Background: an optimization exercise with open tools, aiming at small area, a short achievable clock period and few clock cycles per item. Do not read the settings as production practice.
Only simulation tests tie the RTL to the original design; equivalence was not proved.
Power is estimated from default activity; no workload was simulated.

$ cat flow/flow/run.sh
#!/bin/bash
# The standard layout (standard.sh) with two changes:
#  - synthesis is flow/my_synth.tcl: synth_recipe.tcl, but keeping the RTL's
#    XOR network as written (see the comment at its top);
#  - the port buffers are buf_2 cells instead of the default choice (a slow
#    delay buffer).
set -euo pipefail
here=$(pwd)
export BUFFER_PORTS_ARGS="-buffer_cell sky130_fd_sc_hd__buf_2"
sed "s#SYNTH_SCRIPT=[^ ]*#SYNTH_SCRIPT=$here/flow/my_synth.tcl#" standard.sh > my_standard.sh
grep -q "SYNTH_SCRIPT=$here/flow/my_synth.tcl" my_standard.sh
bash my_standard.sh > standard.log 2>&1
$ cat flow/flow/my_synth.tcl
# The standard flow's synthesis script (synth_recipe.tcl), except that the XOR network
# is kept as written: Yosys's own generic ABC pass is skipped (synth -noabc),
# and just before ABC's technology mapping the 2-input XOR/XNOR gates are
# mapped to the library's xor2/xnor2 cells (flow/xormap.v), so ABC maps
# only the rest. Registers are untouched by either change.
set ::my_flow_dir [file dirname [file normalize [info script]]]
proc synth {args} { yosys synth -nofsm -noshare -noabc {*}$args }
proc abc {args} {
  yosys techmap -map $::my_flow_dir/xormap.v
  yosys abc {*}$args
}
source $::env(SCRIPTS_DIR)/synth.tcl
# left out here: clear keep_hierarchy, flatten, clean up, hide names made inside functions, write 1_2_yosys.v
$ cat flow/flow/xormap.v
// Map Yosys's 2-input XOR/XNOR gates straight to the library's cells, so
// that ABC keeps the XOR network as the RTL writes it.
module \$_XOR_ (input A, input B, output Y);
  sky130_fd_sc_hd__xor2_1 _TECHMAP_REPLACE_ (.A(A), .B(B), .X(Y));
endmodule
module \$_XNOR_ (input A, input B, output Y);
  sky130_fd_sc_hd__xnor2_1 _TECHMAP_REPLACE_ (.A(A), .B(B), .Y(Y));
endmodule
$ cat flow/standard.sh
#!/bin/bash
# synth_recipe.tcl (not shown) runs the flow's synth.tcl, then flattens the netlist and writes it again
# the make line also repeats each setting of config.mk as NAME=value (left out here)
make -C /OpenROAD-flow-scripts/flow DESIGN_CONFIG=/design/flow/config.mk WORK_HOME=/design/flow/orfs CLKGATE_MAP_FILE= SYNTH_SCRIPT=/design/flow/synth_recipe.tcl "${@:-finish}"
$ cat flow/config.mk
export PLATFORM = sky130hd
export DESIGN_NAME = se05x_rx_check
export DESIGN_NICKNAME = se05x_rx_check
export VERILOG_FILES = /design/flow/design.v
export SDC_FILE = /design/flow/constraint.sdc
export NUM_CORES = 4
export LEC_CHECK = 0
export CAP_MARGIN = 20
export CORE_MARGIN = 2
export CORE_UTILIZATION = 40
export CTS_BUF_LIST = sky130_fd_sc_hd__clkbuf_4 sky130_fd_sc_hd__clkbuf_8
export SETUP_SLACK_MARGIN = 1.5
export SLEW_MARGIN = 20
$ cat flow/constraint.sdc
create_clock -name core_clock -period 5.0 [get_ports {clk}]
set_input_delay 1.0000 -clock core_clock [delete_from_list [all_inputs] [get_ports {clk}]]
set_output_delay 1.0000 -clock core_clock [all_outputs]
set_load 0.01 [all_outputs]
$ cat flow/design.v
module se05x_rx_check (
    input  wire        clk,
    input  wire        rst,             
    input  wire        in_valid,
    output wire        in_ready,
    input  wire [31:0] in_data,
    output reg         res_valid,
    output reg  [3:0]  res_status,      
    output reg  [1:0]  res_kind,        
    output reg  [7:0]  res_pcb,
    output reg  [7:0]  res_len,
    output wire [15:0] res_crc,         
    output wire        res_seq_mismatch,
    output wire        res_rx_seq,      
    output wire        res_wtx,         
    output wire [7:0]  res_wtx_mult
);
    localparam [7:0] NAD_C2H = 8'hA5;
    localparam [15:0] RESIDUE = 16'hF0B8;   
    localparam [15:0] WTX_HDR = 16'hFE12;   
    localparam [3:0] ST_OK       = 4'd0;
    localparam [3:0] ST_BAD_CRC  = 4'd4;
    localparam [3:0] ST_BAD_PCB  = 4'd5;
    localparam [3:0] ST_BAD_ADDR = 4'd6;
    localparam [3:0] ST_RX_BUF   = 4'd7;
    localparam [1:0] K_I = 2'd0, K_R = 2'd1, K_S = 2'd2, K_BAD = 2'd3;
    function [15:0] crc_byte;
        input [15:0] c;
        input [7:0]  b;
        integer k;
        reg [15:0] x;
        begin
            x = c ^ {8'h00, b};
            for (k = 0; k < 8; k = k + 1)
                x = x[0] ? ((x >> 1) ^ 16'h8408) : (x >> 1);
            crc_byte = x;
        end
    endfunction
    function [1:0] pcb_kind;
        input [7:0] p;
        begin
            if (p[7] == 1'b0)
                pcb_kind = K_I;
            else if ((p & 8'hEC) == 8'h80)
                pcb_kind = (p[1:0] == 2'b11) ? K_BAD : K_R;
            else if (p[7:6] == 2'b11 && p[4] == 1'b0 &&
                     (p[3:0] == 4'h0 || p[3:0] == 4'h1 || p[3:0] == 4'h2 ||
                      p[3:0] == 4'h3 || p[3:0] == 4'h5 || p[3:0] == 4'h6 ||
                      p[3:0] == 4'h7 || p[3:0] == 4'hF))
                pcb_kind = K_S;
            else
                pcb_kind = K_BAD;
        end
    endfunction
    wire [7:0] d0 = in_data[7:0],   d1 = in_data[15:8],
               d2 = in_data[23:16], d3 = in_data[31:24];
    reg [7:2]  rem;         
    reg        busy;
    reg        r_ge6, r5, r4, r3, r2, r1;
    reg [1:0]  tc;          
    reg [15:0] crcq;        
    reg        rx_seq;
    reg        len_bad, hdr_bad, pcb_bad;
    reg        lo_bad;      
    reg [1:0]  crc_bad;     
    wire len0   = (d2 == 8'h00);
    wire len255 = (d2 == 8'hFF);
    wire k3 = busy ? r5 : (len0 || len255);
    wire k2 = busy && r4;
    wire k1 = busy && r3;
    wire serial    = k3 || k2 || k1;
    wire last_byte = k1 || (k2 && tc == 2'd1) || (k3 && tc == 2'd2);
    assign in_ready = !serial || last_byte;
    wire take = in_valid && in_ready;
    wire last = r4 || r3 || r2 || r1;
    wire [15:0] c0 = busy ? ~crcq : 16'hFFFF;
    wire [15:0] c4;
    wire t0, t1, t2, t3, t4, t5, t6, t7, t8, t9, t10, t11;
    wire t12, t13, t14, t15, n1, n2, n3, n4, n5, n6, n7, n8;
    wire n9, n10, n11, n12, n13, n14, n15, n16, n17, n18, n19, n20;
    wire n21, n22, n23, n24, n25, n26, n27, n28, n29, n30, n31, n32;
    wire n33, n34, n35, n36, n37, n38, n39, n40, n41, n42, n43, n44;
    wire n45, n46, n47, n48, n49, n50, n51, n52, n53, n54, n55, n56;
    wire n57, n58, n59, n60, n61, n62, n63, n64, n65, n66, n67, n68;
    wire n69, n70, n71, n72, n73, n74, n75, n76, n77, n78, n79, n80;
    wire n81, n82, n83, n84, n85, n86, n87, n88, n89, n90, n91, n92;
    wire n93, n94, n95, n96, n97, n98, n99, n100, n101, n102, n103, n104;
    wire n105, n106, n107;
    assign t0 = c0[0] ^ in_data[0];
    assign t1 = c0[1] ^ in_data[1];
    assign t2 = c0[2] ^ in_data[2];
    assign t3 = c0[3] ^ in_data[3];
    assign t4 = c0[4] ^ in_data[4];
    assign t5 = c0[5] ^ in_data[5];
    assign t6 = c0[6] ^ in_data[6];
    assign t7 = c0[7] ^ in_data[7];
    assign t8 = c0[8] ^ in_data[8];
    assign t9 = c0[9] ^ in_data[9];
    assign t10 = c0[10] ^ in_data[10];
    assign t11 = c0[11] ^ in_data[11];
    assign t12 = c0[12] ^ in_data[12];
    assign t13 = c0[13] ^ in_data[13];
    assign t14 = c0[14] ^ in_data[14];
    assign t15 = c0[15] ^ in_data[15];
    assign n1 = t0 ^ t6;
    assign n2 = t1 ^ t7;
    assign n3 = t2 ^ t8;
    assign n4 = t3 ^ t9;
    assign n5 = in_data[18] ^ t10;
    assign n6 = in_data[19] ^ t11;
    assign n7 = in_data[20] ^ t12;
    assign n8 = in_data[21] ^ t13;
    assign n9 = in_data[22] ^ t14;
    assign n10 = in_data[23] ^ t15;
    assign n11 = n4 ^ n7;
    assign n12 = n8 ^ t5;
    assign n13 = in_data[16] ^ in_data[17];
    assign n14 = n10 ^ n3;
    assign n15 = n2 ^ n5;
    assign n16 = in_data[16] ^ in_data[27];
    assign n17 = in_data[24] ^ in_data[28];
    assign n18 = in_data[25] ^ in_data[29];
    assign n19 = in_data[26] ^ in_data[30];
    assign n20 = n1 ^ n13;
    assign n21 = n1 ^ n9;
    assign n22 = in_data[27] ^ in_data[31];
    assign n23 = in_data[17] ^ t2;
    assign n24 = n16 ^ t0;
    assign n25 = n17 ^ t4;
    assign n26 = n19 ^ t4;
    assign n27 = n22 ^ t5;
    assign n28 = n26 ^ n3;
    assign n29 = n27 ^ n6;
    assign n30 = n5 ^ n6;
    assign n31 = n11 ^ n12;
    assign n32 = n11 ^ n29;
    assign n33 = n28 ^ n30;
    assign n34 = t10 ^ n1;
    assign n35 = n25 ^ n7;
    assign n36 = n12 ^ n34;
    assign n37 = n35 ^ n36;
    assign n38 = n18 ^ t11;
    assign n39 = n2 ^ n38;
    assign n40 = n12 ^ n21;
    assign n41 = n39 ^ n40;
    assign n42 = n19 ^ t12;
    assign n43 = t6 ^ n2;
    assign n44 = n42 ^ n9;
    assign n45 = n14 ^ n43;
    assign n46 = n44 ^ n45;
    assign n47 = in_data[24] ^ in_data[31];
    assign n48 = n47 ^ t13;
    assign n49 = t7 ^ n24;
    assign n50 = n4 ^ n48;
    assign n51 = n14 ^ n49;
    assign n52 = n50 ^ n51;
    assign n53 = in_data[25] ^ t1;
    assign n54 = t14 ^ t8;
    assign n55 = n53 ^ n54;
    assign n56 = n20 ^ n55;
    assign n57 = n31 ^ n56;
    assign n58 = in_data[26] ^ t15;
    assign n59 = t4 ^ t9;
    assign n60 = n23 ^ n58;
    assign n61 = n59 ^ n8;
    assign n62 = n15 ^ n21;
    assign n63 = n60 ^ n61;
    assign n64 = n62 ^ n63;
    assign n65 = n16 ^ t3;
    assign n66 = t5 ^ n6;
    assign n67 = n65 ^ n9;
    assign n68 = n14 ^ n15;
    assign n69 = n66 ^ n67;
    assign n70 = n68 ^ n69;
    assign n71 = n25 ^ n6;
    assign n72 = n11 ^ n14;
    assign n73 = n20 ^ n71;
    assign n74 = n72 ^ n73;
    assign n75 = in_data[24] ^ n13;
    assign n76 = n18 ^ t4;
    assign n77 = n75 ^ n76;
    assign n78 = n15 ^ n77;
    assign n79 = n31 ^ n78;
    assign n80 = in_data[17] ^ in_data[25];
    assign n81 = n80 ^ t6;
    assign n82 = n81 ^ n9;
    assign n83 = n12 ^ n82;
    assign n84 = n33 ^ n83;
    assign n85 = in_data[18] ^ in_data[26];
    assign n86 = n85 ^ t7;
    assign n87 = n10 ^ n86;
    assign n88 = n21 ^ n87;
    assign n89 = n32 ^ n88;
    assign n90 = in_data[19] ^ t5;
    assign n91 = t8 ^ n10;
    assign n92 = n2 ^ n24;
    assign n93 = n90 ^ n91;
    assign n94 = n92 ^ n93;
    assign n95 = in_data[20] ^ n17;
    assign n96 = t1 ^ t9;
    assign n97 = n3 ^ n95;
    assign n98 = n96 ^ n20;
    assign n99 = n97 ^ n98;
    assign n100 = in_data[21] ^ n18;
    assign n101 = n100 ^ n23;
    assign n102 = n4 ^ n101;
    assign n103 = n15 ^ n102;
    assign n104 = in_data[22] ^ t3;
    assign n105 = n104 ^ n33;
    assign n106 = in_data[23] ^ t4;
    assign n107 = n106 ^ n32;
    assign c4 = {n107, n105, n103, n99, n94, n89, n84, n79, n74, n70, n64, n57, n52, n46, n41, n37};
    wire [15:0] cs = (tc == 2'd0) ? c0 : ~crcq;
    wire [7:0]  lane = (tc == 2'd0) ? d0 : (tc == 2'd1) ? d1 : d2;
    wire [15:0] u = crc_byte(cs, lane);
    reg  [7:0] rem_n;
    always @(*) begin
        rem_n = {rem, res_len[1] ^ res_len[0], ~res_len[0]};
        if (take)
            rem_n = busy ? rem_n - 8'd4 : d2 + 8'd1;
    end
    always @(posedge clk) begin
        if (rst) begin
            busy      <= 1'b0;
            tc        <= 2'd0;
            rx_seq    <= 1'b0;
            res_valid <= 1'b0;
        end else begin
            res_valid <= take && (busy ? last : len255);
            if (take)
                busy <= busy ? !last : !len255;
            if (in_valid && serial)
                tc <= last_byte ? 2'd0 : tc + 2'd1;
            if (res_valid && accept_i)
                rx_seq <= ~rx_seq;
        end
        rem   <= rem_n[7:2];
        r_ge6 <= rem_n >= 8'd6;
        r5    <= rem_n == 8'd5;
        r4    <= rem_n == 8'd4;
        r3    <= rem_n == 8'd3;
        r2    <= rem_n == 8'd2;
        r1    <= rem_n == 8'd1;
        if (in_valid) begin
            if (serial)
                crcq <= ~u;
            else if (busy ? r_ge6 : 1'b1)
                crcq <= ~c4;
        end
        if (in_valid && last_byte && k3)
            lo_bad <= (~u[7:0] != d3);
        if (take && !busy) begin
            res_pcb <= d1;
            res_len <= d2;
            len_bad <= len255;
            hdr_bad <= len255 || (d0 != NAD_C2H);
            pcb_bad <= (pcb_kind(d1) == K_BAD) || (pcb_kind(d1) == K_R) ||
                       (d1 == 8'hC3 && d2 != 8'd1);
        end
        if (take && busy) begin
            crc_bad[0] <= k2 ? (~u[7:0] != d2) :
                          k1 ? (~u[7:0] != d1) :
                          r2 ? (c0[7:0] != ~d0) :
                               lo_bad;
            crc_bad[1] <= k2 ? (~u[15:8] != d3) :
                          k1 ? (~u[15:8] != d2) :
                          r2 ? (c0[15:8] != ~d1) :
                               (crcq[15:8] != d0);
        end
    end
    assign res_crc = crcq;
    wire crc_any = (crc_bad != 2'b00);
    always @(*) begin
        res_kind   = pcb_kind(res_pcb);
        res_status = {1'b0, hdr_bad || crc_any || pcb_bad, hdr_bad,
                      len_bad || (!hdr_bad && !crc_any && pcb_bad)};
    end
    wire ok       = !(hdr_bad || crc_any || pcb_bad);
    wire accept_i = ok && !res_pcb[7];                     
    assign res_seq_mismatch = accept_i && (res_pcb[6] != rx_seq);
    assign res_rx_seq       = rx_seq ^ accept_i;
    assign res_wtx          = ok && (res_pcb == 8'hC3);
    wire [7:0] wh = ~res_crc[15:8];                  
    wire [7:0] wy = wh ^ (wh >> 5);
    wire [7:0] wx = wy ^ {wy[3:0], 4'h0};
    wire [7:0] mult = wx ^ WTX_HDR[7:0];
    assign res_wtx_mult     = res_wtx ? mult : 8'h00;
endmodule
==> results by group, run 1 <==
Placed design
  – IO buf count: 84
  – Global placer's final weighted congestion: 0.931
  – DP HPWL: 13.4 mm
  – Dpl cell area: 5950 sq um

Floorplanning
  – DIE WIDTH: 119 microns
  – Core area: 13100 sq um
  – Row cnt: 42
  – Io pins: 86
  – Starting Density: 40.5%
  – Die height: 119 microns
  – Die area: 14200 sq um

Global routing
  – Largest net degree at the start of global routing: 41
  – Overflow after GRT: 0
  – Wire length of the first global-routing pass: 26.4 mm
  – GRT Util Overall: 24.3%
  – Initial antenna violation count: 0
  – Number of global-route vias before repair: 4653

Synthesis
  – Synth Net Count: 653
  – Post-synthesis cell count: 610
  – Synth top area share: 36.7%
  – Main combinational cell family by area after synthesis: XOR/XNOR gates
  – Cell taking the most area after synthesis: xor2_1
  – Synth Cell Area: 5300 sq um
  – Asr flop ratio synth: 0%
  – Most used DFF post-synth: edfxtp_1
  – Synth Register Bits: 55
  – EDFF count, synth: 38
  – Adder-Cell Fraction of Synth Area: 1.89%
  – Syn avg cell area: 8.68 sq um
  – Multiplexer area fraction after synthesis: 3.24%
  – Xor and xnor area share after synthesis: 38.2%
  – Area contributors post-synth: xor2_1 (37%), edfxtp_1 (22%), dfxtp_1 (6.4%)
  – Ys Warns: 1
  – Synth Area in Compound Gates: 8.34%
  – Synth cell types: 51
  – Register area share after synthesis: 28.0%
  – Area share of and/or/nand/nor cells after synthesis: 15.7%

Timing
  – RSZ-0062 raised after global routing: no
  – Fin crit share: 68.7%
  – Final setup viols: 0
  – Final Slew Violations: 0
  – Fin Clk Skew: 0.0167 ns
  – Final Hold Vio Count: 0
  – Max Fclk: 291 MHz
  – Sum Neg Setup Slack: 0 ns
  – Relative slew slack: 35.2%
  – Worst Tran Pin Value: 0.972 ns
  – Min cycle time layout: 3.44 ns

Clock network
  – CTS tree: done
  – Clk slew on worst S/H paths: 0.12 ns
  – Clk_lat worst skew: 0.33 ns
  – Num Clock Sinks: 55
  – H-tree levels: 2
  – Maximum clock path buffer count: 2
  – Num CTS Buffers: 5
  – CTS Hold Buffers Added: 0
  – Root buffer cell: clkbuf_8

Min path
  – Worst hold stages: 2
  – Hold_sp: rem[7]$_DFF_P_
  – Worst hold path class: register to register
  – Hold endpoint: rem[7]$_DFF_P_

Worst setup path
  – CP endpoint kind: output pin
  – CP delay by family, top: simple AND/OR/NAND/NOR gates
  – CP required: 4.00 ns
  – Critical path fanouts, max: 10
  – Crit path buf inv count: 2
  – Worst path cell trace: buf_2 -> nand4_1 -> nor2_4 -> o21ai_0 -> and2_1 -> buf_2
  – Crit Reg-Reg Startpoint: busy$_SDFFE_PP0P_
  – Arr. time, crit path: 2.44 ns
  – Delay of the slowest cell on the worst path: 0.32 ns
  – Setup slack, reg-to-reg: 1.73 ns
  – Crit Path Class: primary input to output pin
  – CP most frequent cell: buf_2
  – R2R depth: 8
  – Reg-to-Reg End: crcq[15]$_DFFE_PP_
  – CP max-delay cell: buf_2
  – Critical path launch point type: primary input

Detailed routing
  – Total iterations of the first detailed-routing run: 5
  – Vias/cell: 5.33
  – DRC: 0
  – DRT iter0 DRCs: 376
  – Vias: 4688
  – ANT nets after route: 0
  – Drt wl/cell: 19.5 microns
  – DRT Wirelength: 17.2 mm

Power
  – Power density over the cells: 492 nW/um^2
  – Leakage: 2.71 nW
  – VDD IR-drop max: 0.000169 V

Status
  – Status: complete, no violations

Flow run
  – Max Cap Viol: 0

Layout
  – Post-layout util: 48.5%
  – Final #Nets: 746
  – Post-route cell area: 6340 sq um
  – Area growth from synthesis to layout: 19.7%
  – Leading cell type in the layout, fill and taps excluded: xor2_1
  – # diodes: 0
  – Share of layout cells above drive strength 1: 19.9%
  – Commonest cells after routing, fill and taps aside: xor2_1 (213), buf_2 (80), nand2_1 (57)
==> sequential cells by signal, indices dropped and copies added (netlist names), 2 cells and up <==
name and cells:
crc_bad 2, res_len 8, crcq 16, tc 2, res_pcb 8, rem 6
==> power by group <==
group	switching, mW	total, mW	internal, mW
Combinational	1.22	2.00	0.784
Sequential	0.130	0.789	0.659
Clock	0.172	0.327	0.155
==> tightest hold or removal path, delay by kind of cell (launching register included) <==
kind,cells,cell delay [ns]
compound gates,2,0.13
flops,1,0.34
==> worst max-delay path by stage <==
stage	start	to	slack (ns)	cells after the start
floorplan	tc[0]$_SDFFE_PP0P_	crc_bad[0]$_DFFE_PP_	1.54	15
global placement	in_data[16]	crc_bad[0]$_DFFE_PP_	0.88	11
detailed placement	in_data[16]	crc_bad[0]$_DFFE_PP_	0.93	11
CTS	in_data[16]	crc_bad[0]$_DFFE_PP_	1.52	11
global route	in_data[20]	crc_bad[0]$_DFFE_PP_	1.50	11
finish	in_data[21]	in_ready	1.56	6
==> timing repair <==
action                                  CTS  global route
pin swaps                                 0             7
gates resized for setup                  12            22
buffers inserted                          0             8
endpoints found under the setup margin    4             4
==> cells by family after synthesis <==
kind of cell             count (synthesis)
multiplexers                            17
buffers and inverters                   61
adder cells (fa/ha/maj)                  8
AND/OR/NAND/NOR                        164
AO/OA/AOI/OAI                           73
other                                    1
flip-flops                              55
XOR/XNOR                               231
==> metrics by stage <==
step / std cells / hold slack (ns) / setup WS [ns] / total power [mW]
after floorplan: 610 / 0.449 / 1.54 / 2.06
after global placement: 864 / 0.467 / 0.882 / 2.63
after detailed placement: 864 / 0.497 / 0.934 / 2.64
after CTS: 872 / 0.514 / 1.52 / 3.00
after global routing: 880 / 0.541 / 1.50 / 3.31
final: 880 / 0.515 / 1.56 / 3.12
==> cell type report <==
class | instances | area (sq um)
multi-input cells | 494 | 3780
clock inverters | 3 | 55.1
repair buffers | 102 | 566
flip-flops and latches | 55 | 1480
well taps | 176 | 220
fillers | 1285 | 6740
inverters | 45 | 169
clock buffers | 5 | 68.8
==> per-layer routing <==
metal / vias up / track usage, % / share of wire [%]
met5: - / 0 / 0
met4: 0 / 8.56 / 3.0
met3: 31 / 3.35 / 6.1
met2: 190 / 38.9 / 46
met1: 2253 / 33.5 / 45
li1: 2214 / - / -
==> cell usage after synthesis (all sizes together) (6+ instances only) <==
| library cell | instances |
|---|---|
| xor2 | 222 |
| inv | 45 |
| xnor2 | 9 |
| nor4 | 18 |
| and3 | 6 |
| buf | 7 |
| a21oi | 25 |
| dfxtp | 17 |
| mux2i | 16 |
| nor3 | 11 |
| nand3 | 11 |
| ha | 8 |
| nor2 | 31 |
| edfxtp | 38 |
| clkbuf | 9 |
| nand2 | 57 |
| and2 | 7 |
| o21ai | 24 |
Testbench counts, summed over its fixed seeds: cycles 37,512, frames 1,280.
==> inputs of run 2 (changes only) <==
--- a/flow/config.mk
+++ b/flow/config.mk
@@ -9,3 +9,3 @@
 export CORE_MARGIN = 2
-export CORE_UTILIZATION = 40
+export CORE_UTILIZATION = 60
 export CTS_BUF_LIST = sky130_fd_sc_hd__clkbuf_4 sky130_fd_sc_hd__clkbuf_8
==> results by group, run 2 <==
Layout
  – # diodes: 0
  – FF/Latch Area: 1480 sq um
  – Footprint of the multi-input gates: 3800 sq um
  – Post-route cell area: 6220 sq um
  – Share of layout cells above drive strength 1: 19.3%
  – Commonest cells after routing, fill and taps aside: xor2_1 (213), buf_2 (82), nand2_1 (57)
  – Largest register FFs: 16
  – Non-Filler Instances: 807
  – Final #Nets: 741
  – Largest regs: crcq (16), res_len (8), res_pcb (8)
  – Largest Register: crcq
  – Leading cell type in the layout, fill and taps excluded: xor2_1
  – Fillers: 724
  – Area growth from synthesis to layout: 17.5%

Timing
  – Sum Neg Setup Slack: 0 ns
  – RSZ-0062 raised after global routing: yes
  – Min cycle time layout: 3.43 ns
  – Max Fclk: 292 MHz
  – Final Slew Violations: 0
  – Final setup viols: 0
  – Fin Clk Skew: 0.0172 ns
  – Relative slew slack: 34.6%
  – Fin crit share: 68.5%
  – Final WS setup: 1.58 ns
  – Final Hold Vio Count: 0
  – Final hold slack: 0.498 ns
  – Worst Tran Pin Value: 0.981 ns

Detailed routing
  – Vias: 4714
  – Drt wl/cell: 19.9 microns
  – DRT Wirelength: 16.0 mm
  – Total iterations of the first detailed-routing run: 7
  – DRT iter0 DRCs: 377
  – DRC: 0
  – ANT nets after route: 0
  – Vias/cell: 5.84

Global routing
  – GRT Util Overall: 32.6%
  – Initial antenna violation count: 0
  – Largest net degree at the start of global routing: 41
  – Number of global-route vias before repair: 4368
  – Wire length of the first global-routing pass: 24.2 mm
  – Overflow after GRT: 0

Synthesis
  – Syn avg cell area: 8.68 sq um
  – Synth cell types: 51
  – Count leader, synth: xor2_1
  – Synth Cell Area: 5300 sq um
  – Most used DFF post-synth: edfxtp_1
  – EDFF count, synth: 38
  – Synth Net Count: 653
  – Ys Warns: 1
  – Register area share after synthesis: 28.0%
  – Post-synthesis cell count: 610
  – Commonest cells post-synth: xor2_1 (222), nand2_1 (57), inv_1 (45), edfxtp_1 (38), nor2_1 (30)
  – Synth top area share: 36.7%
  – Asr flop ratio synth: 0%
  – Cell taking the most area after synthesis: xor2_1
  – Synth Register Bits: 55
  – Area contributors post-synth: xor2_1 (37%), edfxtp_1 (22%), dfxtp_1 (6.4%)

Floorplanning
  – Die height: 98.0 microns
  – Row cnt: 34
  – Core area: 8640 sq um
  – Io pins: 86
  – DIE WIDTH: 98.0 microns
  – Die area: 9600 sq um
  – Starting Density: 61.3%

Clock network
  – Num Clock Sinks: 55
  – H-tree levels: 2
  – Maximum clock path buffer count: 2
  – Clk slew on worst S/H paths: 0.12 ns
  – Root buffer cell: clkbuf_8
  – Num CTS Buffers: 5
  – Clk_lat worst skew: 0.32 ns
  – CTS tree: done

Power
  – Flop pwr share: 26.1%
  – Clock power share: 9.0%
  – Logic pwr share: 64.9%
  – Sw frac: 48.7%
  – P_sw: 1.48 mW
  – VDD IR-drop max: 0.000413 V
  – P_int: 1.55 mW
  – Leakage: 2.68 nW
  – Power density over the cells: 487 nW/um^2

Worst setup path
  – Setup crit start: in_data[16]
  – Delay of the slowest cell on the worst path: 0.34 ns
  – Setup slack, reg-to-reg: 1.68 ns
  – Worst path cell trace: buf_2 -> mux2i_1 -> o21ai_0 -> xor2_2 -> buf_4 -> xnor2_4 -> buf_12 -> xor2_4 -> xor2_1 -> nor4_1 -> nand3b_1 -> o41ai_1 -> a22oi_1
  – Critical path fanouts, max: 12
  – Crit Reg-Reg Startpoint: busy$_SDFFE_PP0P_
  – Reg-to-Reg End: crcq[6]$_DFFE_PP_
  – Crit Path Class: primary input to register
  – Arr. time, crit path: 3.48 ns
  – CP max-delay cell: o21ai_0
  – R2R depth: 8
  – CP required: 5.05 ns
  – Critical path launch point type: primary input
  – CP endpoint kind: register
  – Worst Setup EP: crc_bad[0]$_DFFE_PP_

Placed design
  – DP HPWL: 12.5 mm
  – Global placer's final weighted congestion: 1.02
  – # placed instances: 791
  – Dpl cell area: 5830 sq um
  – IO buf count: 84
  – Pre-CTS worst setup slack: 0.757 ns

Min path
  – Worst hold path class: register to register

Status
  – Status: complete, no violations

Flow run
  – Max Cap Viol: 0
==> run 2: layout make-up <==
class                           instances  area share, %
Clock inverter                          3          0.543
Tap cell                              108           2.17
Multi-Input combinational cell        494           61.1
Timing Repair Buffer                   97           8.60
Sequential cell                        55           23.8
Inverter                               45           2.71
Clock buffer                            5           1.11
==> run 2: what timing repair did <==
| item | CTS | global route |
|---|---|---|
| setup buffers | 0 | 8 |
| resized for setup | 9 | 25 |
| pin swaps | 0 | 6 |
| setup endpoints to repair | 4 | 4 |
| hold buffers | 0 | 0 |
==> run 2: cells by family after synthesis <==
family | count (synthesis) | share of synthesized area, %
AND/OR/NAND/NOR | 164 | 15.7
adder cells (fa/ha/maj) | 8 | 1.89
multiplexers | 17 | 3.24
flip-flops | 55 | 28.0
buffers and inverters | 61 | 4.61
XOR/XNOR | 231 | 38.2
AO/OA/AOI/OAI | 73 | 8.34
other | 1 | 0.0708
==> run 2: worst min path at each step <==
stage / from / endpoint / slack, ns / depth (start not counted)
2_1_floorplan: rem[7]$_DFF_P_ / rem[7]$_DFF_P_ / 0.45 / 2
6_report: rem[7]$_DFF_P_ / rem[7]$_DFF_P_ / 0.50 / 2
3_3_place_gp: rem[7]$_DFF_P_ / rem[7]$_DFF_P_ / 0.46 / 2
4_1_cts: rem[7]$_DFF_P_ / rem[7]$_DFF_P_ / 0.49 / 2
5_1_grt: rem[6]$_DFF_P_ / rem[6]$_DFF_P_ / 0.55 / 2
3_5_place_dp: rem[7]$_DFF_P_ / rem[7]$_DFF_P_ / 0.48 / 2
==> run 2: metrics by stage <==
stage                     utilization (%)  total power, mW
after floorplan                         -             2.06
after global placement               67.5             2.52
after detailed placement             67.5             2.56
after CTS                            69.2             2.85
after global routing                 72.1             3.23
final                                72.1             3.03
==> run 2: worst max-delay path, delay by kind of cell <==
family / cells / cell delay (ns)
compound gates: 3 / 0.76
xor+xnor: 4 / 0.70
buf+inv: 3 / 0.56
simple gates: 2 / 0.28
mux: 1 / 0.15
==> run 2: power by group through the flow <==
stage          Combinational [mW]  Clock, mW  Sequential (mW)
2_1_floorplan                1.28          0            0.780
3_3_place_gp                 1.72          0            0.794
3_5_place_dp                 1.77          0            0.793
4_1_cts                      1.80      0.273            0.782
5_1_grt                      2.14      0.291            0.796
6_report                     1.97      0.272            0.791
==> run 2: per-layer routing <==
layer | GRT usage, % | vias to the layer above | wire (microns)
li1 | - | 2203 | -
met1 | 47.1 | 2227 | 6940
met2 | 51.2 | 245 | 7220
met3 | 3.72 | 39 | 1380
met4 | 10.6 | 0 | 481
met5 | 0 | - | 0
==> inputs of run 3 (changes only) <==
--- a/flow/config.mk
+++ b/flow/config.mk
@@ -11,3 +11,3 @@
 export CTS_BUF_LIST = sky130_fd_sc_hd__clkbuf_4 sky130_fd_sc_hd__clkbuf_8
-export SETUP_SLACK_MARGIN = 1.5
+export SETUP_SLACK_MARGIN = 1.75
 export SLEW_MARGIN = 20
==> results by group, run 3 <==
Clock network
  – CTS Hold Buffers Added: 0
  – H-tree levels: 2
  – Clk_lat worst skew: 0.32 ns
  – CTS tree: done
  – Maximum clock path buffer count: 2
  – Num Clock Sinks: 55
  – Root buffer cell: clkbuf_8
  – Clk slew on worst S/H paths: 0.12 ns
  – Num CTS Buffers: 5

Detailed routing
  – ANT nets after route: 0
  – DRC: 0
  – Vias/cell: 6.10
  – Vias: 4974
  – DRT iter0 DRCs: 618
  – Total iterations of the first detailed-routing run: 5
  – Drt wl/cell: 21.0 microns
  – DRT Wirelength: 17.1 mm

Synthesis
  – Synth Register Bits: 55
  – Asr flop ratio synth: 0%
  – Syn avg cell area: 8.68 sq um
  – Register area share after synthesis: 28.0%
  – Post-synthesis cell count: 610
  – Commonest cells post-synth: xor2_1 (222), nand2_1 (57), inv_1 (45), edfxtp_1 (38), nor2_1 (30)
  – Synth Area in Compound Gates: 8.34%
  – Synth Net Count: 653
  – Most used DFF post-synth: edfxtp_1
  – Cell taking the most area after synthesis: xor2_1
  – Count leader, synth: xor2_1
  – Synth cell types: 51
  – Xor and xnor area share after synthesis: 38.2%
  – EDFF count, synth: 38
  – Main combinational cell family by area after synthesis: XOR/XNOR gates
  – Synth top area share: 36.7%
  – Ys Warns: 1
  – Multiplexer area fraction after synthesis: 3.24%
  – Area contributors post-synth: xor2_1 (37%), edfxtp_1 (22%), dfxtp_1 (6.4%)
  – Synth Cell Area: 5300 sq um
  – Adder-Cell Fraction of Synth Area: 1.89%
  – Area share of and/or/nand/nor cells after synthesis: 15.7%

Global routing
  – Initial antenna violation count: 0
  – Overflow after GRT: 0
  – GRT Util Overall: 34.7%
  – Largest net degree at the start of global routing: 41
  – Wire length of the first global-routing pass: 25.8 mm
  – Number of global-route vias before repair: 4661

Worst setup path
  – Critical path launch point type: primary input
  – CP max-delay cell: xor2_1
  – Delay of the slowest cell on the worst path: 0.39 ns
  – Arr. time, crit path: 3.29 ns
  – Critical path fanouts, max: 10
  – Worst path cell trace: clkbuf_4 -> mux2i_1 -> o21ai_0 -> xor2_1 -> xnor2_4 -> xor2_2 -> xor2_1 -> nor4_1 -> nand3b_1 -> o41ai_2 -> a22oi_1
  – Crit Path Class: primary input to register
  – CP most frequent cell: xor2_1
  – CP required: 5.05 ns
  – CP endpoint kind: register

Timing
  – Relative slew slack: 44.8%
  – RSZ-0062 raised after global routing: yes
  – Fin crit share: 64.8%
  – Final Hold Vio Count: 0
  – Min cycle time layout: 3.24 ns
  – Fin Clk Skew: 0.00460 ns
  – Sum Neg Setup Slack: 0 ns
  – Final Slew Violations: 0
  – Max Fclk: 309 MHz
  – Final setup viols: 0
  – Worst Tran Pin Value: 0.826 ns

Layout
  – Final #Nets: 750
  – Largest Register: crcq
  – FF/Latch Area: 1480 sq um
  – Largest register FFs: 16
  – Leading cell type in the layout, fill and taps excluded: xor2_1
  – Non-Filler Instances: 816
  – Fillers: 675
  – Footprint of the multi-input gates: 3930 sq um
  – Share of layout cells above drive strength 1: 22.9%
  – # diodes: 0
  – Commonest cells after routing, fill and taps aside: xor2_1 (204), buf_2 (76), nand2_1 (57)
  – Largest regs: crcq (16), res_len (8), res_pcb (8)
  – Area growth from synthesis to layout: 21.5%

Power
  – Power density over the cells: 487 nW/um^2
  – Clock power share: 9.0%
  – Flop pwr share: 25.2%
  – Leakage: 2.77 nW
  – Logic pwr share: 65.8%
  – Sw frac: 49.5%
  – VDD IR-drop max: 0.000464 V
  – P_sw: 1.55 mW
  – P_int: 1.58 mW

Floorplanning
  – Core area: 8640 sq um
  – Die height: 98.0 microns
  – Row cnt: 34
  – DIE WIDTH: 98.0 microns
  – Io pins: 86
  – Starting Density: 61.3%
  – Die area: 9600 sq um

Placed design
  – Global placer's final weighted congestion: 0.971
  – DP HPWL: 12.7 mm
  – # placed instances: 793
  – IO buf count: 84

Min path
  – Worst hold path class: register to register

Flow run
  – Max Cap Viol: 0

Status
  – Status: complete, no violations
-- run 3: kinds of logic (layout without fill, tap and decap cells) --
kind of cell / count (synthesis) / after routing
AO/OA/AOI/OAI: 73 / 73
XOR/XNOR: 231 / 231
adder cells (fa/ha/maj): 8 / 8
buffers and inverters: 61 / 159
flip-flops: 55 / 55
multiplexers: 17 / 17
other: 1 / 1
AND/OR/NAND/NOR: 164 / 164
-- run 3: path summary, 6_finish.rpt --
kind	startpoint	endpoint	slack [ns]	cells after the start
worst max register to register	tc[1]$_SDFFE_PP0P_	crc_bad[0]$_DFFE_PP_	1.81	12
worst min-delay path	rem[7]$_DFF_P_	rem[7]$_DFF_P_	0.50	2
worst max-delay path	in_data[21]	crc_bad[1]$_DFFE_PP_	1.76	11
worst min register to register	rem[7]$_DFF_P_	rem[7]$_DFF_P_	0.50	2
-- run 3: layout make-up --
type	instances	share of cell area (%)
sequential	55	23.0
clock buffer	5	1.07
tap	108	2.10
clock inverter	3	0.525
inverter	45	2.63
timing repair buffer	106	9.59
multi-input combinational	494	61.1
-- run 3: worst max-delay path, delay by kind of cell --
family,cells,cell delay [ns]
and+or+nand+nor,2,0.33
buffers and inverters,1,0.24
xor gates and xnor gates,4,0.96
AOI/OAI and AO/OA,3,0.61
muxes,1,0.13
-- run 3: per-layer routing --
layer,vias up,share of wire (%),global-route usage (%)
met5,-,0,0
met4,0,3.6,11.0
met3,62,11,7.09
met2,316,45,55.6
met1,2385,40,47.4
li1,2211,-,-
-- run 3: timing repair --
| item | CTS | global route |
|---|---|---|
| resized for setup | 31 | 26 |
| setup endpoints to repair | 9 | 20 |
| buffers inserted | 7 | 8 |
| pin swaps | 8 | 9 |
-- run 3: power groups by stage --
stage | sequential [mW] | clock [mW] | combinational [mW]
2_1_floorplan | 0.780 | 0 | 1.30
3_3_place_gp | 0.791 | 0 | 1.76
3_5_place_dp | 0.791 | 0 | 1.82
4_1_cts | 0.780 | 0.282 | 1.92
5_1_grt | 0.795 | 0.299 | 2.23
6_report | 0.790 | 0.283 | 2.06
-- run 3: per-stage QoR --
step | util (%) | hold WS (ns) | instance area, sq um | power [mW] | setup slack [ns]
after CTS | 72.0 | 0.494 | 6220 | 2.98 | 1.74
final | 74.5 | 0.505 | 6430 | 3.13 | 1.76
after detailed placement | 68.3 | 0.477 | 5900 | 2.61 | 1.03
after global routing | 74.5 | 0.541 | 6430 | 3.32 | 1.64
after global placement | 68.0 | 0.463 | 5870 | 2.55 | 1.19
after floorplan | - | 0.449 | 5340 | 2.08 | 1.80
==> inputs of run 4 (changes only) <==
--- a/flow/design.v
+++ b/flow/design.v
@@ -64,3 +64,3 @@
     reg        lo_bad;      
-    reg [1:0]  crc_bad;     
+    reg [3:0]  crc_bad;     
     wire len0   = (d2 == 8'h00);
@@ -260,10 +260,18 @@
         if (take && busy) begin
-            crc_bad[0] <= k2 ? (~u[7:0] != d2) :
-                          k1 ? (~u[7:0] != d1) :
-                          r2 ? (c0[7:0] != ~d0) :
+            crc_bad[0] <= k2 ? (~u[3:0] != d2[3:0]) :
+                          k1 ? (~u[3:0] != d1[3:0]) :
+                          r2 ? (c0[3:0] != ~d0[3:0]) :
                                lo_bad;
-            crc_bad[1] <= k2 ? (~u[15:8] != d3) :
-                          k1 ? (~u[15:8] != d2) :
-                          r2 ? (c0[15:8] != ~d1) :
-                               (crcq[15:8] != d0);
+            crc_bad[1] <= k2 ? (~u[7:4] != d2[7:4]) :
+                          k1 ? (~u[7:4] != d1[7:4]) :
+                          r2 ? (c0[7:4] != ~d0[7:4]) :
+                               lo_bad;
+            crc_bad[2] <= k2 ? (~u[11:8] != d3[3:0]) :
+                          k1 ? (~u[11:8] != d2[3:0]) :
+                          r2 ? (c0[11:8] != ~d1[3:0]) :
+                               (crcq[11:8] != d0[3:0]);
+            crc_bad[3] <= k2 ? (~u[15:12] != d3[7:4]) :
+                          k1 ? (~u[15:12] != d2[7:4]) :
+                          r2 ? (c0[15:12] != ~d1[7:4]) :
+                               (crcq[15:12] != d0[7:4]);
         end
@@ -271,3 +279,3 @@
     assign res_crc = crcq;
-    wire crc_any = (crc_bad != 2'b00);
+    wire crc_any = (crc_bad != 4'h0);
     always @(*) begin
--- a/flow/config.mk
+++ b/flow/config.mk
@@ -11,3 +11,3 @@
 export CTS_BUF_LIST = sky130_fd_sc_hd__clkbuf_4 sky130_fd_sc_hd__clkbuf_8
-export SETUP_SLACK_MARGIN = 1.75
+export SETUP_SLACK_MARGIN = 1.5
 export SLEW_MARGIN = 20
==> results by group, run 4 <==
Synthesis
  – Synth Area in Compound Gates: 9.39%
  – Xor and xnor area share after synthesis: 37.4%
  – Area contributors post-synth: xor2_1 (35%), edfxtp_1 (22%), dfxtp_1 (6.3%)
  – Post-synthesis cell count: 621
  – Syn avg cell area: 8.71 sq um
  – Synth top area share: 35.5%
  – Synth Register Bits: 57
  – Ys Warns: 1
  – Area share of and/or/nand/nor cells after synthesis: 15.3%
  – Most used DFF post-synth: edfxtp_1
  – Synth cell types: 53
  – Synth Cell Area: 5410 sq um
  – Count leader, synth: xor2_1
  – Synth Net Count: 664
  – Cell taking the most area after synthesis: xor2_1
  – Asr flop ratio synth: 0%
  – Main combinational cell family by area after synthesis: XOR/XNOR gates
  – Multiplexer area fraction after synthesis: 2.96%
  – Register area share after synthesis: 28.5%
  – Adder-Cell Fraction of Synth Area: 1.85%
  – EDFF count, synth: 40
  – Commonest cells post-synth: xor2_1 (219), nand2_1 (54), inv_1 (44), edfxtp_1 (40)

Power
  – Power density over the cells: 495 nW/um^2
  – Leakage: 2.72 nW
  – VDD IR-drop max: 0.000351 V
  – Pwr Total: 3.09 mW

Layout
  – Share of layout cells above drive strength 1: 18.6%
  – Largest Register: crcq
  – Largest register FFs: 16
  – Area growth from synthesis to layout: 15.5%
  – Final #Nets: 748
  – Largest regs: crcq (16), res_len (8), res_pcb (8)
  – # diodes: 0
  – Leading cell type in the layout, fill and taps excluded: xor2_1
  – Commonest cells after routing, fill and taps aside: xor2_1 (215), buf_2 (83), nand2_1 (54)

Clock network
  – Root buffer cell: clkbuf_8
  – Maximum clock path buffer count: 2
  – Num Clock Sinks: 57
  – Clk slew on worst S/H paths: 0.07 ns
  – Clk_lat worst skew: 0.35 ns
  – CTS tree: done
  – H-tree levels: 3
  – Num CTS Buffers: 9

Placed design
  – IO buf count: 84
  – DP HPWL: 12.7 mm
  – Global placer's final weighted congestion: 1.04
  – Pre-CTS worst setup slack: 1.12 ns

Floorplanning
  – Starting Density: 62.0%
  – Io pins: 86
  – Die area: 9790 sq um
  – DIE WIDTH: 99.0 microns
  – Core area: 8720 sq um
  – Row cnt: 34
  – Die height: 99.0 microns

Timing
  – Final setup viols: 0
  – Final WS setup: 1.60 ns
  – Worst Tran Pin Value: 0.888 ns
  – Fin Clk Skew: 0.0137 ns
  – RSZ-0062 raised after global routing: yes
  – Final Slew Violations: 0
  – Max Fclk: 294 MHz
  – Relative slew slack: 40.6%
  – Min cycle time layout: 3.40 ns
  – Fin crit share: 68.1%
  – Final Hold Vio Count: 0
  – Sum Neg Setup Slack: 0 ns

Status
  – Status: complete, no violations

Global routing
  – GRT Util Overall: 34.0%
  – Overflow after GRT: 0
  – Wire length of the first global-routing pass: 25.1 mm
  – Initial antenna violation count: 0
  – Number of global-route vias before repair: 4466
  – Largest net degree at the start of global routing: 36

Worst setup path
  – CP endpoint kind: output pin
  – Arr. time, crit path: 2.40 ns
  – Crit Path Class: primary input to output pin
  – CP required: 4.00 ns
  – Critical path launch point type: primary input
  – Critical path fanouts, max: 11

Detailed routing
  – DRC: 0
  – Total iterations of the first detailed-routing run: 5
  – DRT Wirelength: 16.5 mm
  – Vias: 4790
  – ANT nets after route: 0
  – Drt wl/cell: 20.2 microns
  – Vias/cell: 5.86
  – DRT iter0 DRCs: 413

Flow run
  – Max Cap Viol: 0

Min path
  – Worst hold path class: register to register
[run 4: cell count changes after synthesis, moves of 4 or more]
| cell | change |
|---|---|
| a21oi_1 | +10 |
| nor2_1 | +5 |
| o221ai_1 | +4 |
| or4b_2 | +4 |
[run 4: worst max-delay path, stage by stage]
cell and delay (ns):
buf_2 0.28, nand4_1 0.31, nor2_4 0.30, o21a_2 0.30, nor2_1 0.07, buf_2 0.15
[run 4: report_power, final]
| group | internal (mW) | total (mW) | switching, mW |
|---|---|---|---|
| registers | 0.677 | 0.796 | 0.120 |
| logic | 0.710 | 1.85 | 1.14 |
| clock network | 0.234 | 0.453 | 0.219 |
[run 4: final cells by class]
cell class                 count  area (sq um)
fill                         723          2470
clock inverter                 7          77.6
sequential                    57          1540
clock buffer                   9           124
tap                          108           135
multi-input combinational    504          3750
inverter                      45           169
timing repair buffer          88           453
[run 4: through the flow]
step                      util (%)  instances  hold slack, ns  instance area, sq um
after global placement        68.1        802           0.480                  5940
after floorplan                  -        621           0.460                  5410
final                         71.6        818           0.504                  6250
after CTS                     70.6        818           0.509                  6150
after detailed placement      68.1        802           0.490                  5940
after global routing          71.6        818           0.532                  6250
[run 4: layer usage]
layer	up-vias	global-route usage, %	wire [microns]
met1	2244	47.8	6730
met3	27	6.38	1880
met4	0	9.06	334
li1	2248	-	-
met2	271	54.2	7550
met5	-	0	0
[run 4: kinds of logic after synthesis]
logic type      count (synthesis)
mux                            16
buf+inv                        60
other cells                     1
simple gates                  162
compound gates                 86
flops                          57
fa+ha+maj                       8
xor+xnor                      231
[run 4: repair_timing]
action,CTS,global route
setup buffers,0,0
hold buffers,0,0
pin swaps,0,2
endpoints found under the setup margin,5,8
gates resized for setup,5,15
[run 4: path summary, 6_finish.rpt]
kind	from	depth (start not counted)	slack (ns)	endpoint
worst max-delay path	in_data[21]	6	1.60	in_ready
worst min-delay path	rem[4]$_DFF_P_	2	0.50	rem[4]$_DFF_P_
worst max register to register	busy$_SDFFE_PP0P_	8	1.75	crcq[5]$_DFFE_PP_
worst min register to register	rem[4]$_DFF_P_	2	0.50	rem[4]$_DFF_P_
Testbench counts of run 4, summed over its fixed seeds: cycles 37,512, frames 1,280.
==> inputs of run 5 (changes only) <==
--- a/flow/config.mk
+++ b/flow/config.mk
@@ -11,3 +11,3 @@
 export CTS_BUF_LIST = sky130_fd_sc_hd__clkbuf_4 sky130_fd_sc_hd__clkbuf_8
-export SETUP_SLACK_MARGIN = 1.5
+export SETUP_SLACK_MARGIN = 2.0
 export SLEW_MARGIN = 20
==> results by group, run 5 <==
Status
  – Status: complete, no violations

Clock network
  – CTS Hold Buffers Added: 0
  – CTS tree: done
  – Maximum clock path buffer count: 2
  – Clk_lat worst skew: 0.35 ns
  – Num CTS Buffers: 9
  – Clk slew on worst S/H paths: 0.08 ns
  – Num Clock Sinks: 57
  – Root buffer cell: clkbuf_8
  – H-tree levels: 3

Timing
  – RSZ-0062 raised after global routing: yes
  – Min cycle time layout: 3.21 ns
  – Max Fclk: 311 MHz
  – Sum Neg Setup Slack: 0 ns
  – Final Hold Vio Count: 0
  – Fin Clk Skew: 0.0131 ns
  – Final WS setup: 1.79 ns
  – Fin crit share: 64.3%
  – Final setup viols: 0
  – Worst Tran Pin Value: 0.925 ns
  – Relative slew slack: 38.4%
  – Final Slew Violations: 0

Synthesis
  – EDFF count, synth: 40
  – Adder-Cell Fraction of Synth Area: 1.85%
  – Synth Cell Area: 5410 sq um
  – Cell taking the most area after synthesis: xor2_1
  – Synth cell types: 53
  – Area contributors post-synth: xor2_1 (35%), edfxtp_1 (22%), dfxtp_1 (6.3%)
  – Commonest cells post-synth: xor2_1 (219), nand2_1 (54), inv_1 (44), edfxtp_1 (40)
  – Area share of and/or/nand/nor cells after synthesis: 15.3%
  – Most used DFF post-synth: edfxtp_1
  – Synth Area in Compound Gates: 9.39%
  – Register area share after synthesis: 28.5%
  – Synth Net Count: 664
  – Syn avg cell area: 8.71 sq um
  – Main combinational cell family by area after synthesis: XOR/XNOR gates
  – Ys Warns: 1
  – Post-synthesis cell count: 621
  – Asr flop ratio synth: 0%
  – Xor and xnor area share after synthesis: 37.4%
  – Count leader, synth: xor2_1
  – Synth Register Bits: 57
  – Synth top area share: 35.5%
  – Multiplexer area fraction after synthesis: 2.96%

Floorplanning
  – Die area: 9790 sq um
  – Io pins: 86
  – Die height: 99.0 microns
  – DIE WIDTH: 99.0 microns
  – Core area: 8720 sq um
  – Starting Density: 62.0%
  – Row cnt: 34

Power
  – Power density over the cells: 490 nW/um^2
  – P_sw: 1.58 mW
  – Clock power share: 14.9%
  – Flop pwr share: 24.0%
  – VDD IR-drop max: 0.000353 V
  – Leakage: 2.94 nW
  – Logic pwr share: 61.1%
  – Sw frac: 47.0%
  – P_int: 1.77 mW

Worst setup path
  – Critical path launch point type: register
  – Crit Reg-Reg Startpoint: tc[1]$_SDFFE_PP0P_
  – Setup crit start: crc_bad[0]$_DFFE_PP_
  – CP endpoint kind: output pin
  – CP required: 4.00 ns
  – Critical path fanouts, max: 9
  – Crit Path Class: register to output pin
  – Arr. time, crit path: 2.21 ns

Global routing
  – Overflow after GRT: 0
  – Largest net degree at the start of global routing: 37
  – Number of global-route vias before repair: 4791
  – Initial antenna violation count: 0
  – GRT Util Overall: 35.7%
  – Wire length of the first global-routing pass: 26.5 mm

Detailed routing
  – DRT Wirelength: 17.8 mm
  – DRT iter0 DRCs: 521
  – Vias/cell: 6.12
  – ANT nets after route: 0
  – Drt wl/cell: 21.3 microns
  – DRC: 0
  – Total iterations of the first detailed-routing run: 6
  – Vias: 5116

Layout
  – Largest regs: crcq (16), res_len (8), res_pcb (8)
  – Leading cell type in the layout, fill and taps excluded: xor2_1
  – Largest register FFs: 16
  – Share of layout cells above drive strength 1: 27.3%
  – Commonest cells after routing, fill and taps aside: xor2_1 (186), buf_2 (74), nand2_1 (54)
  – Area growth from synthesis to layout: 26.2%
  – Final #Nets: 766
  – # diodes: 0
  – Largest Register: crcq

Min path
  – Worst hold path class: register to register
  – Hold_sp: rem[4]$_DFF_P_

Flow run
  – Max Cap Viol: 0

Placed design
  – Pre-CTS worst setup slack: 1.27 ns
  – DP HPWL: 12.6 mm
  – Global placer's final weighted congestion: 1.01
  – IO buf count: 84
## run 5: worst paths after layout
path | end | slack (ns) | depth (start not counted)
worst max-delay path | res_wtx_mult[1] | 1.79 | 6
worst min-delay path | rem[4]$_DFF_P_ | 0.50 | 2
worst max register to register | crc_bad[3]$_DFFE_PP_ | 1.98 | 13
worst min register to register | rem[4]$_DFF_P_ | 0.50 | 2
## run 5: cell families (layout without fill, tap and decap cells)
| group | count (synthesis) | count (layout) |
|---|---|---|
| xor+xnor | 231 | 231 |
| fa+ha+maj | 8 | 8 |
| buf+inv | 60 | 166 |
| flops | 57 | 57 |
| compound gates | 86 | 87 |
| mux | 16 | 16 |
| other cells | 1 | 1 |
| simple gates | 162 | 162 |
## run 5: per-layer routing
layer | vias to the layer above | share of wire [%] | track usage, %
li1 | 2259 | - | -
met1 | 2432 | 37 | 47.7
met2 | 364 | 46 | 56.7
met3 | 61 | 13 | 9.29
met4 | 0 | 3.8 | 11.9
met5 | - | 0 | 0
## run 5: stage by stage
stage | cell area (sq um) | cells | hold WS, ns | util, % | total power [mW]
detailed placement | 5950 | 801 | 0.495 | 68.2 | 2.56
finish | 6830 | 836 | 0.504 | 78.3 | 3.35
global route | 6830 | 836 | 0.540 | 78.3 | 3.53
global placement | 5950 | 801 | 0.481 | 68.2 | 2.54
floorplan | 5440 | 621 | 0.460 | - | 2.08
CTS | 6470 | 827 | 0.514 | 74.2 | 3.15
## run 5: final cells by class
class	instances	area (sq um)
Clock buffer	9	124
Clock inverter	7	101
Fill cell	597	1890
Inverter	45	169
Multi-Input combinational cell	505	4140
Sequential cell	57	1540
Tap cell	108	135
Timing Repair Buffer	105	617
## run 5: power by group through the flow
| stage | sequential, mW | clock [mW] | combinational, mW |
|---|---|---|---|
| final | 0.805 | 0.500 | 2.05 |
| after CTS | 0.795 | 0.497 | 1.86 |
| after global routing | 0.808 | 0.521 | 2.20 |
| after floorplan | 0.797 | 0 | 1.28 |
| after global placement | 0.808 | 0 | 1.73 |
| after detailed placement | 0.805 | 0 | 1.76 |
## run 5: worst max-delay path, cell delays in order (launching register included)
cell,delay (ns)
edfxtp_1,0.40
or4_4,0.54
or3_4,0.36
nor4_4,0.13
buf_4,0.18
nor2b_1,0.12
buf_2,0.13
## run 5: what timing repair did
item	4_1_cts	5_1_grt
endpoints found under the setup margin	31	31
gates resized for setup	42	52
pin swaps	16	14
cloned	1	0
hold endpoints to repair	0	0
setup buffers	9	9
==> inputs of run 6 (changes only) <==
--- a/flow/config.mk
+++ b/flow/config.mk
@@ -11,3 +11,3 @@
 export CTS_BUF_LIST = sky130_fd_sc_hd__clkbuf_4 sky130_fd_sc_hd__clkbuf_8
-export SETUP_SLACK_MARGIN = 2.0
+export SETUP_SLACK_MARGIN = 1.75
 export SLEW_MARGIN = 20
==> results by group, run 6 <==
Synthesis
  – Post-synthesis cell count: 621
  – Ys Warns: 1
  – Register area share after synthesis: 28.5%
  – Count leader, synth: xor2_1
  – Syn avg cell area: 8.71 sq um
  – Commonest cells post-synth: xor2_1 (219), nand2_1 (54), inv_1 (44), edfxtp_1 (40)
  – Synth Register Bits: 57
  – Synth Cell Area: 5410 sq um
  – Synth cell types: 53
  – Synth Net Count: 664
  – Asr flop ratio synth: 0%
  – Cell taking the most area after synthesis: xor2_1
  – Area contributors post-synth: xor2_1 (35%), edfxtp_1 (22%), dfxtp_1 (6.3%)
  – Synth top area share: 35.5%
  – EDFF count, synth: 40
  – Most used DFF post-synth: edfxtp_1

Layout
  – Fillers: 699
  – Footprint of the multi-input gates: 3910 sq um
  – Non-Filler Instances: 828
  – Post-route cell area: 6500 sq um
  – Largest register FFs: 16
  – Leading cell type in the layout, fill and taps excluded: xor2_1
  – Commonest cells after routing, fill and taps aside: xor2_1 (206), buf_2 (77), nand2_1 (54)
  – Final #Nets: 758
  – Area growth from synthesis to layout: 20.2%
  – Largest Register: crcq
  – # diodes: 0
  – Share of layout cells above drive strength 1: 21.5%
  – FF/Latch Area: 1540 sq um
  – Largest regs: crcq (16), res_len (8), res_pcb (8)

Power
  – VDD IR-drop max: 0.000351 V
  – Leakage: 2.83 nW
  – Power density over the cells: 492 nW/um^2
  – Pwr Total: 3.20 mW

Timing
  – Max Fclk: 307 MHz
  – Final Slew Violations: 0
  – Relative slew slack: 39.5%
  – Final setup viols: 0
  – Final Hold Vio Count: 0
  – Fin Clk Skew: 0.0145 ns
  – Sum Neg Setup Slack: 0 ns
  – Worst Tran Pin Value: 0.904 ns
  – Fin crit share: 65.1%
  – RSZ-0062 raised after global routing: yes
  – Final hold slack: 0.498 ns
  – Min cycle time layout: 3.26 ns

Global routing
  – Number of global-route vias before repair: 4512
  – Largest net degree at the start of global routing: 36
  – Initial antenna violation count: 0
  – Wire length of the first global-routing pass: 25.2 mm
  – GRT Util Overall: 34.1%
  – Overflow after GRT: 0

Detailed routing
  – ANT nets after route: 0
  – DRC: 0
  – Drt wl/cell: 20.4 microns
  – DRT Wirelength: 16.9 mm
  – Vias/cell: 5.93
  – Vias: 4907
  – DRT iter0 DRCs: 469
  – Total iterations of the first detailed-routing run: 5

Floorplanning
  – Core area: 8720 sq um
  – DIE WIDTH: 99.0 microns
  – Die height: 99.0 microns
  – Row cnt: 34
  – Starting Density: 62.0%
  – Die area: 9790 sq um
  – Io pins: 86

Clock network
  – Num Clock Sinks: 57
  – Clk slew on worst S/H paths: 0.07 ns
  – Maximum clock path buffer count: 2
  – Clk_lat worst skew: 0.35 ns
  – H-tree levels: 3
  – CTS tree: done
  – CTS Hold Buffers Added: 0
  – Root buffer cell: clkbuf_8
  – Num CTS Buffers: 9

Placed design
  – # placed instances: 802
  – Global placer's final weighted congestion: 1.04
  – Dpl cell area: 5940 sq um
  – DP HPWL: 12.7 mm
  – IO buf count: 84

Worst setup path
  – Arr. time, crit path: 2.26 ns
  – Crit Path Class: register to output pin
  – CP endpoint kind: output pin
  – Critical path launch point type: register
  – CP required: 4.00 ns
  – Critical path fanouts, max: 9

Flow run
  – Max Cap Viol: 0

Min path
  – Worst hold path class: register to register

Status
  – Status: complete, no violations
## run 6: cell counts after synthesis
Identical to the previous run, type by type.
## run 6: area by class of cell
class                      instances  area share [%]
timing repair buffer              98            8.41
multi-input combinational        504            60.1
clock buffer                       9            1.90
inverter                          45            2.60
sequential                        57            23.7
clock inverter                     7            1.19
tap                              108            2.08
## run 6: routing by layer
metal / global-route usage (%) / vias up / share of wire [%]
li1: - / 2266 / -
met1: 47.7 / 2313 / 41
met2: 53.9 / 291 / 46
met3: 6.45 / 37 / 11
met4: 10.3 / 0 / 2.2
met5: 0 / - / 0
## run 6: logic make-up (layout without fill, tap and decap cells)
kind of cell | Yosys count | after routing | synth area share [%]
compound gates | 86 | 86 | 9.39
xor+xnor | 231 | 231 | 37.4
fa+ha+maj | 8 | 8 | 1.85
buf+inv | 60 | 159 | 4.53
flops | 57 | 57 | 28.5
mux | 16 | 16 | 2.96
other cells | 1 | 1 | 0.0693
simple gates | 162 | 162 | 15.3
## run 6: per-stage QoR
step | utilization (%) | setup WS (ns)
global placement | 68.1 | 1.22
detailed placement | 68.1 | 1.12
CTS | 71.3 | 1.72
floorplan | - | 1.77
finish | 74.6 | 1.74
global route | 74.6 | 1.66
## run 6: final timing paths
check,cells past startpoint,startpoint,slack [ns],to
max,6,crc_bad[0]$_DFFE_PP_,1.74,res_wtx_mult[7]
min,2,rem[4]$_DFF_P_,0.50,rem[4]$_DFF_P_
max reg2reg,8,busy$_SDFFE_PP0P_,1.82,crcq[15]$_DFFE_PP_
min reg2reg,2,rem[4]$_DFF_P_,0.50,rem[4]$_DFF_P_
## run 6: what timing repair did
action / in CTS / in global routing
resized for setup: 13 / 39
setup buffers: 3 / 7
pin swaps: 4 / 12
endpoints found under the setup margin: 16 / 21
## run 6: worst max-delay path: stages, from the launching register on
cell and delay (ns):
edfxtp_1 0.43, or4_4 0.55, or3_4 0.36, nor4_4 0.13, buf_4 0.18, and2_1 0.13, buf_2 0.12
## run 6: power breakdown
group	internal (mW)	switching (mW)	total, mW
clock network	0.234	0.221	0.455
logic	0.770	1.18	1.95
registers	0.677	0.119	0.796
total	1.68	1.52	3.20
==> inputs of run 7 (changes only) <==
--- a/flow/design.v
+++ b/flow/design.v
@@ -62,3 +62,3 @@
     reg        rx_seq;
-    reg        len_bad, hdr_bad, pcb_bad;
+    reg        len_bad, hdr_bad, any_bad, pcb_only, i_cand, wtx_cand;
     reg        lo_bad;      
@@ -67,2 +67,5 @@
     wire len255 = (d2 == 8'hFF);
+    wire nad_bad = (d0 != NAD_C2H);
+    wire [1:0] kind0 = pcb_kind(d1);
+    wire pcb_bad0 = (kind0 == K_BAD) || (kind0 == K_R) || (d1 == 8'hC3 && d2 != 8'd1);
     wire k3 = busy ? r5 : (len0 || len255);
@@ -254,6 +257,8 @@
             res_len <= d2;
-            len_bad <= len255;
-            hdr_bad <= len255 || (d0 != NAD_C2H);
-            pcb_bad <= (pcb_kind(d1) == K_BAD) || (pcb_kind(d1) == K_R) ||
-                       (d1 == 8'hC3 && d2 != 8'd1);
+            len_bad  <= len255;
+            hdr_bad  <= len255 || nad_bad;
+            any_bad  <= len255 || nad_bad || pcb_bad0;
+            pcb_only <= !len255 && !nad_bad && pcb_bad0;
+            i_cand   <= !len255 && !nad_bad && !pcb_bad0 && !d1[7];
+            wtx_cand <= !len255 && !nad_bad && d1 == 8'hC3 && d2 == 8'd1;
         end
@@ -282,10 +287,9 @@
         res_kind   = pcb_kind(res_pcb);
-        res_status = {1'b0, hdr_bad || crc_any || pcb_bad, hdr_bad,
-                      len_bad || (!hdr_bad && !crc_any && pcb_bad)};
+        res_status = {1'b0, any_bad || crc_any, hdr_bad,
+                      len_bad || (pcb_only && !crc_any)};
     end
-    wire ok       = !(hdr_bad || crc_any || pcb_bad);
-    wire accept_i = ok && !res_pcb[7];                     
+    wire accept_i = i_cand && !crc_any;                    
     assign res_seq_mismatch = accept_i && (res_pcb[6] != rx_seq);
     assign res_rx_seq       = rx_seq ^ accept_i;
-    assign res_wtx          = ok && (res_pcb == 8'hC3);
+    assign res_wtx          = wtx_cand && !crc_any;
     wire [7:0] wh = ~res_crc[15:8];                  
--- a/flow/config.mk
+++ b/flow/config.mk
@@ -11,3 +11,3 @@
 export CTS_BUF_LIST = sky130_fd_sc_hd__clkbuf_4 sky130_fd_sc_hd__clkbuf_8
-export SETUP_SLACK_MARGIN = 1.75
+export SETUP_SLACK_MARGIN = 1.9
 export SLEW_MARGIN = 20
==> results by group, run 7 <==
Synthesis
  – Cell taking the most area after synthesis: xor2_1
  – Count leader, synth: xor2_1
  – Synth cell types: 55
  – Main combinational cell family by area after synthesis: XOR/XNOR gates
  – Most used DFF post-synth: edfxtp_1
  – Commonest cells post-synth: xor2_1 (219), nand2_1 (62), inv_1 (47), edfxtp_1 (43), nor2_1 (35)
  – Synth top area share: 34.8%
  – Multiplexer area fraction after synthesis: 2.93%
  – Asr flop ratio synth: 0%
  – EDFF count, synth: 43
  – Synth Register Bits: 60
  – Area contributors post-synth: xor2_1 (35%), edfxtp_1 (23%), dfxtp_1 (6.2%)
  – Area share of and/or/nand/nor cells after synthesis: 15.5%
  – Post-synthesis cell count: 629
  – Adder-Cell Fraction of Synth Area: 1.82%
  – Ys Warns: 1
  – Synth Area in Compound Gates: 8.81%
  – Synth Cell Area: 5510 sq um
  – Xor and xnor area share after synthesis: 36.7%
  – Register area share after synthesis: 29.6%
  – Synth Net Count: 672

Floorplanning
  – Starting Density: 62.6%
  – Die area: 9970 sq um
  – Core area: 8810 sq um
  – DIE WIDTH: 99.8 microns
  – Die height: 99.8 microns
  – Row cnt: 34
  – Io pins: 86

Timing
  – Final setup viols: 0
  – Min cycle time layout: 3.07 ns
  – Fin Clk Skew: 0.0116 ns
  – Relative slew slack: 43.3%
  – RSZ-0062 raised after global routing: yes
  – Sum Neg Setup Slack: 0 ns
  – Final Hold Vio Count: 0
  – Worst Tran Pin Value: 0.847 ns
  – Fin crit share: 61.4%
  – Final Slew Violations: 0
  – Max Fclk: 326 MHz

Layout
  – Leading cell type in the layout, fill and taps excluded: xor2_1
  – Largest regs: crcq (16), res_len (8), res_pcb (8)
  – Largest register FFs: 16
  – # diodes: 0
  – Final #Nets: 775
  – Share of layout cells above drive strength 1: 24.8%
  – Fillers: 644
  – Largest Register: crcq
  – Non-Filler Instances: 845
  – Commonest cells after routing, fill and taps aside: xor2_1 (192), buf_2 (76), nand2_1 (62)
  – Area growth from synthesis to layout: 23.8%

Clock network
  – Clk slew on worst S/H paths: 0.08 ns
  – Maximum clock path buffer count: 2
  – H-tree levels: 3
  – Num CTS Buffers: 9
  – CTS tree: done
  – Clk_lat worst skew: 0.36 ns
  – Root buffer cell: clkbuf_8
  – Num Clock Sinks: 60

Placed design
  – Global placer's final weighted congestion: 1.00
  – # placed instances: 811
  – IO buf count: 84
  – DP HPWL: 12.6 mm

Flow run
  – Max Cap Viol: 0

Worst setup path
  – Delay of the slowest cell on the worst path: 0.40 ns
  – Worst path cell trace: inv_1 -> ha_1 -> buf_4 -> nand2b_4 -> nand2_1 -> xor2_2 -> xnor2_2 -> buf_4 -> xor2_2 -> xor2_1 -> nor4_1 -> o21ai_1 -> nand2_1 -> o21ai_1
  – Crit Path Class: register to register
  – Crit Reg-Reg Startpoint: tc[0]$_SDFFE_PP0P_
  – Setup slack, reg-to-reg: 1.93 ns
  – CP endpoint kind: register
  – Reg-to-Reg End: crc_bad[2]$_DFFE_PP_
  – Critical path launch point type: register
  – CP required: 5.11 ns
  – CP max-delay cell: dfxtp_1
  – Arr. time, crit path: 3.18 ns
  – Critical path fanouts, max: 17

Global routing
  – Wire length of the first global-routing pass: 26.0 mm
  – Number of global-route vias before repair: 4761
  – Largest net degree at the start of global routing: 33
  – GRT Util Overall: 34.5%
  – Overflow after GRT: 0
  – Initial antenna violation count: 0

Detailed routing
  – Total iterations of the first detailed-routing run: 5
  – DRC: 0
  – Vias/cell: 5.92
  – DRT iter0 DRCs: 543
  – Vias: 5001
  – DRT Wirelength: 17.3 mm
  – Drt wl/cell: 20.5 microns
  – ANT nets after route: 0

Min path
  – Hold endpoint: rem[7]$_DFF_P_
  – Worst hold path class: register to register
  – Hold_sp: rem[7]$_DFF_P_

Power
  – P_int: 1.73 mW
  – Flop pwr share: 24.8%
  – P_sw: 1.61 mW
  – Leakage: 2.93 nW
  – Clock power share: 12.1%
  – Power density over the cells: 489 nW/um^2
  – Sw frac: 48.2%
  – Logic pwr share: 63.1%
  – VDD IR-drop max: 0.000384 V

Status
  – Status: complete, no violations
run 7: what timing repair did:
| action | 4_1_cts | 5_1_grt |
|---|---|---|
| endpoints found under the setup margin | 14 | 21 |
| hold endpoints to repair | 0 | 0 |
| resized for setup | 27 | 45 |
| setup buffers | 5 | 13 |
| pin swaps | 5 | 10 |
| cloned | 0 | 0 |
| hold buffers | 0 | 0 |
run 7: worst max-delay path: cells and delay by family, from the launching register on:
kind | cells | cell delay [ns]
xor+xnor | 4 | 0.85
compound gates | 2 | 0.18
flops | 1 | 0.40
fa+ha+maj | 1 | 0.20
simple gates | 4 | 0.68
buf+inv | 3 | 0.52
run 7: cell families after synthesis:
kind of cell               after synthesis
buffers and inverters                   63
other                                    1
xor gates and xnor gates               231
muxes                                   16
adders and majority gates                8
AOI/OAI and AO/OA                       81
DFF                                     60
and+or+nand+nor                        169
run 7: cell type report:
type / count / area (sq um) / share of cell area [%]
tap: 108 / 135 / 1.98
clock buffer: 9 / 124 / 1.82
multi-input combinational: 506 / 4060 / 59.5
sequential: 60 / 1630 / 23.9
clock inverter: 7 / 52.6 / 0.770
timing repair buffer: 108 / 647 / 9.48
inverter: 47 / 176 / 2.59
run 7: worst max path at each step:
stage / from / endpoint / depth (start not counted)
2_1_floorplan: busy$_SDFFE_PP0P_ / crcq[8]$_DFFE_PP_ / 10
3_3_place_gp: in_data[19] / lo_bad$_DFFE_PP_ / 10
3_5_place_dp: in_data[19] / lo_bad$_DFFE_PP_ / 10
4_1_cts: tc[0]$_SDFFE_PP0P_ / lo_bad$_DFFE_PP_ / 13
5_1_grt: tc[0]$_SDFFE_PP0P_ / crc_bad[3]$_DFFE_PP_ / 12
6_report: tc[0]$_SDFFE_PP0P_ / crc_bad[2]$_DFFE_PP_ / 14
run 7: metrics by stage:
| stage | worst slack [ns] | instance area [sq um] | power (mW) | hold slack, ns | util, % |
|---|---|---|---|---|---|
| finish | 1.93 | 6820 | 3.34 | 0.489 | 77.5 |
| global route | 1.81 | 6820 | 3.53 | 0.509 | 77.5 |
| CTS | 1.89 | 6430 | 3.12 | 0.482 | 73.0 |
| detailed placement | 1.19 | 6060 | 2.64 | 0.467 | 68.8 |
| global placement | 1.20 | 6050 | 2.61 | 0.455 | 68.7 |
| floorplan | 1.93 | 5520 | 2.12 | 0.444 | - |
run 7: metal layers:
metal	track usage, %	vias up	wire length (microns)	part of all wire, %
met2	55.1	296	7930	46
met4	8.96	0	438	2.5
met3	6.75	40	1910	11
li1	-	2296	-	-
met1	48.4	2369	7060	41
met5	0	-	0	0
run 7: power groups by stage:
stage               clock network, mW  registers, mW  logic (mW)
detailed placement                  0          0.832        1.81
finish                          0.404          0.829        2.11
global placement                    0          0.826        1.78
global route                    0.430          0.836        2.26
CTS                             0.409          0.822        1.89
floorplan                           0          0.829        1.30
Testbench counts of run 7, summed over its fixed seeds: cycles 37,512, frames 1,280.
